Context: an optimization exercise on an open-source flow, tuned for small area, a short achievable clock period and few clock cycles. The choices shown serve that exercise and are no tape-out recipe.
Only simulation tests tie the RTL to the original design; equivalence was not proved.
Power and IR drop assume default switching activity.

==> flow/design.v (excerpt) <==
module gfr6_engine (
    input  wire        clk,
    input  wire        rst_n,
    input  wire        cmd_valid,
    output wire        cmd_ready,
    input  wire [31:0] cmd_data,
    output wire        rsp_valid,
    input  wire        rsp_ready,
    output wire [31:0] rsp_data
);
For scale: ~4700 cells after synthesis, ~70 I/O pins, ~31000 um^2 of cells after synthesis.
clock: 14.0 ns
lec_check: 0
abc_area: 1
abc_clock_period_in_ps: 3500
cap_margin: 20
core_margin: 2
core_utilization: 55
place_density: 0.7
slew_margin: 20
standard.sh (not shown) runs the stock make flow with config.mk's settings and CLKGATE_MAP_FILE= SYNTH_SCRIPT=/design/flow/synth_recipe.tcl, a recipe that flattens the netlist after the stock synthesis.
==> flow/flow/run.sh <==
#!/bin/bash
# The standard layout (the standard.sh, unchanged synthesis and steps),
# with ORFS's timing repair aiming for more setup slack than the default and
# the port buffers made of plain buffer cells instead of delay buffers.
set -euo pipefail
bash standard.sh SETUP_SLACK_MARGIN=10 "BUFFER_PORTS_ARGS=-buffer_cell sky130_fd_sc_hd__buf_4" finish > standard.log 2>&1
Testbench counts at the start, summed over its fixed seeds: cycles 13,536.
Rerun with:
--- a/flow/config.mk
+++ b/flow/config.mk
@@ -12,2 +12,2 @@
-export CORE_UTILIZATION = 55
-export PLACE_DENSITY = 0.7
+export CORE_UTILIZATION = 40
+export PLACE_DENSITY = 0.6
=> Synthesized cell count is unchanged. Final area came out higher by 1.7%. Die area came out higher by 37%. Setup slack gains 0.034 ns. Via count came out lower by 2.7%. Sequential share of layout area came out lower by 0.41 points. Power came out higher by 3.1%. Synthesized area does not change. Clock-buffer cell count came out higher by 4. Non-clock buffer count came out higher by 18. Fmax came out higher by 0.85%.

========
== run a ==
Another version of the RTL of gfr6_engine (not shown whole).
Size: roughly 4,100 cells after synthesis, ~70 I/O pins, about 31,000 sq um of cells after synthesis.
clock: 14.0 ns
lec_check: 0
abc_clock_period_in_ps: 3500
cap_margin: 20
core_margin: 2
core_utilization: 40
place_density: 0.6
slew_margin: 20
run.sh (not shown) runs the stock make flow with config.mk's settings and CLKGATE_MAP_FILE= SYNTH_SCRIPT=/design/flow/synth_recipe.tcl, a recipe that flattens the netlist after the stock synthesis.
Stock flow here: none of the scripts above is used.
Run a completed end to end with timing, DRC and antenna clean.
Testbench counts of run a, summed over its fixed seeds: cycles 13,344.
The inputs of run b differ from those of run a as listed below.
==> flow/flow/run.sh (new file) <==
#!/bin/bash
# The standard layout (the standard.sh, unchanged synthesis and steps),
# with ORFS's timing repair aiming for more setup slack than the default.
set -euo pipefail
bash standard.sh SETUP_SLACK_MARGIN=9.5 finish > standard.log 2>&1
==> flow/standard.sh (new file) <==
#!/bin/bash
# synth_recipe.tcl (not shown) runs the flow's synth.tcl, then flattens the netlist and writes it again
# the make line also repeats each setting of config.mk as NAME=value (left out here)
make -C /OpenROAD-flow-scripts/flow DESIGN_CONFIG=/design/flow/config.mk WORK_HOME=/design/flow/orfs CLKGATE_MAP_FILE= SYNTH_SCRIPT=/design/flow/synth_recipe.tcl "${@:-finish}"
removed: flow/run.sh
## What came out
Both conditions hold for run b: the flow ran to the end and the final layout passed the timing, DRC and antenna checks. Compared with run a, run b is hungrier on power. Diff run a -> run b: total wirelength of the detailed-routed design saw an increase; area added between synthesis and finish saw an increase; clock-buffer cell count picked up an extra 14%; final area now larger. Between run a and run b, the hold slack does not differ in any meaningful way. Run b: source-to-sink clock delay at the later pin of the worst-skew pair is 50 ps lower than what run a reported. Measured against each other, run b and run a differ in share of post-route cells with drive strength above 1, the higher figure coming from run b. Run b and run a ended up with nearly the same clock-cell share of area. Run a vs run b, group with the largest share of power: registers vs the clock network. Global-route usage sits higher in run b than in run a.

========
== the baseline ==
gfr6_engine, a different RTL version from the one above (not shown whole).
Size: roughly 270 flip-flops, about 0.032 sq mm of cells after synthesis.
==> flow/config.mk <==
export PLATFORM = sky130hd
export DESIGN_NAME = gfr6_engine
export DESIGN_NICKNAME = gfr6_engine
export VERILOG_FILES = /design/flow/design.v
export SDC_FILE = /design/flow/constraint.sdc
export NUM_CORES = 4
export LEC_CHECK = 0
export ABC_CLOCK_PERIOD_IN_PS = 3500
export CAP_MARGIN = 20
export CORE_MARGIN = 2
export CORE_UTILIZATION = 40
export PLACE_DENSITY = 0.6
export SLEW_MARGIN = 20
==> flow/constraint.sdc <==
create_clock -name core_clock -period 14.0 [get_ports {clk}]
set_input_delay 2.8000 -clock core_clock [delete_from_list [all_inputs] [get_ports {clk}]]
set_output_delay 2.8000 -clock core_clock [all_outputs]
set_load 0.01 [all_outputs]
standard.sh (not shown) runs the stock make flow with config.mk's settings and CLKGATE_MAP_FILE= SYNTH_SCRIPT=/design/flow/synth_recipe.tcl, a recipe that flattens the netlist after the stock synthesis.
==> flow/flow/run.sh <==
#!/bin/bash
# The standard layout (the standard.sh, unchanged synthesis and steps),
# with ORFS's timing repair aiming for more setup slack than the default and
# the port buffers made of plain buffer cells instead of delay buffers.
set -euo pipefail
bash standard.sh SETUP_SLACK_MARGIN=10 "BUFFER_PORTS_ARGS=-buffer_cell sky130_fd_sc_hd__buf_4" finish > standard.log 2>&1
The baseline finished end to end and its layout was clean on timing, DRC and antenna.
Testbench counts of the baseline, summed over its fixed seeds: cycles 13,344.
Edits applied to the flow inputs when going from the baseline to the candidate:
- putting ABC_AREA at 1 where nothing was set
Of the baseline and the candidate, the candidate shows the higher sequential share of layout area, with the baseline below it.
The first-iteration DRC count of the candidate is lower than that of the baseline.
Per the comparison of the candidate with the baseline, period utilization now larger, cell area reported after detailed placement lost about 2.8%, length of the first detailed-routing pass in iterations decreased 3, global routing met1 resource utilization went up 6.4 points, clock-buffer cell count has decreased.

========
gfr6_engine, a different RTL version from the one above (not shown whole).
Size: roughly 4,600 cells after synthesis, about 290 flip-flops.
Settings: LEC_CHECK=0, ABC_AREA=1, ABC_CLOCK_PERIOD_IN_PS=3500, CAP_MARGIN=20, CORE_MARGIN=2, CORE_UTILIZATION=55, PLACE_DENSITY=0.7, SLEW_MARGIN=20; clock period 14.0 ns.
Scripts as last shown in full above: flow/flow/run.sh
The starting point finished with timing, DRC and antenna clean.
Testbench counts at the start, summed over its fixed seeds: cycles 13,536.
Edit:
--- a/flow/config.mk
+++ b/flow/config.mk
@@ -11,4 +11,4 @@
 export CORE_MARGIN = 2
-export CORE_UTILIZATION = 55
-export PLACE_DENSITY = 0.7
+export CORE_UTILIZATION = 40
+export PLACE_DENSITY = 0.6
 export SLEW_MARGIN = 20
Outcome: Wire length goes up by 8.1%; total power goes up by 6.0%; synthesized area stays the same; cell area goes up by 1.9%; maximum frequency goes up by 1.8%; clock power goes up by 14%; setup slack is better by 0.074 ns.

-- port drivers added, routing unchanged --
How much do the figures lean on ideal ports? The routed layouts below were timed once more, with nothing changed but the port constraints.
Step 1, drivers: a clkbuf_16 drives clk and a buf_2 each remaining input, both assumed.
Step 2 adds t to the input delays and takes it off the output delays; t is the mean of the earliest and latest rising clock arrival at the registers after step 1. Input paths then give back, and output paths get back, about the clock's delay inside the block.
Three values: no drivers, after step 1, after step 2; two values: the first two.
| run | t, ns | setup WS [ns] | hold slack, ns | slew at the worst register clock pin (ns) | cell pins on the clock port's net |
|---|---|---|---|---|---|
| the first run of note 1 | 0.638 | 9.992 / 9.931 / 9.550 | 0.418 / 0.418 / 0.418 | 0.07 / 0.07 | 1 |
| the second run of note 1 | 0.653 | 10.026 / 9.963 / 9.528 | 0.414 / 0.414 / 0.414 | 0.07 / 0.07 | 1 |
| run a | 0.657 | 8.724 / 8.724 / 8.724 | 0.418 / 0.418 / 0.418 | 0.07 / 0.07 | 1 |
| run b | 0.619 | 9.285 / 9.285 / 9.065 | 0.418 / 0.418 / 0.418 | 0.06 / 0.06 | 1 |
| the baseline | 0.657 | 9.927 / 9.875 / 9.596 | 0.418 / 0.418 / 0.418 | 0.08 / 0.08 | 1 |
| the candidate | 0.656 | 9.852 / 9.852 / 9.461 | 0.384 / 0.384 / 0.384 | 0.08 / 0.08 | 1 |
| the first run of note 4 | 0.641 | 9.924 / 9.870 / 9.378 | 0.422 / 0.422 / 0.422 | 0.07 / 0.07 | 1 |
| the second run of note 4 | 0.611 | 9.998 / 9.998 / 9.462 | 0.417 / 0.417 / 0.417 | 0.07 / 0.07 | 1 |
After both steps setup and hold are still met in every run listed. For the first run of note 4, which loses most, drivers alone change the setup slack by -0.054 ns; drivers and shift together by -0.546 ns.
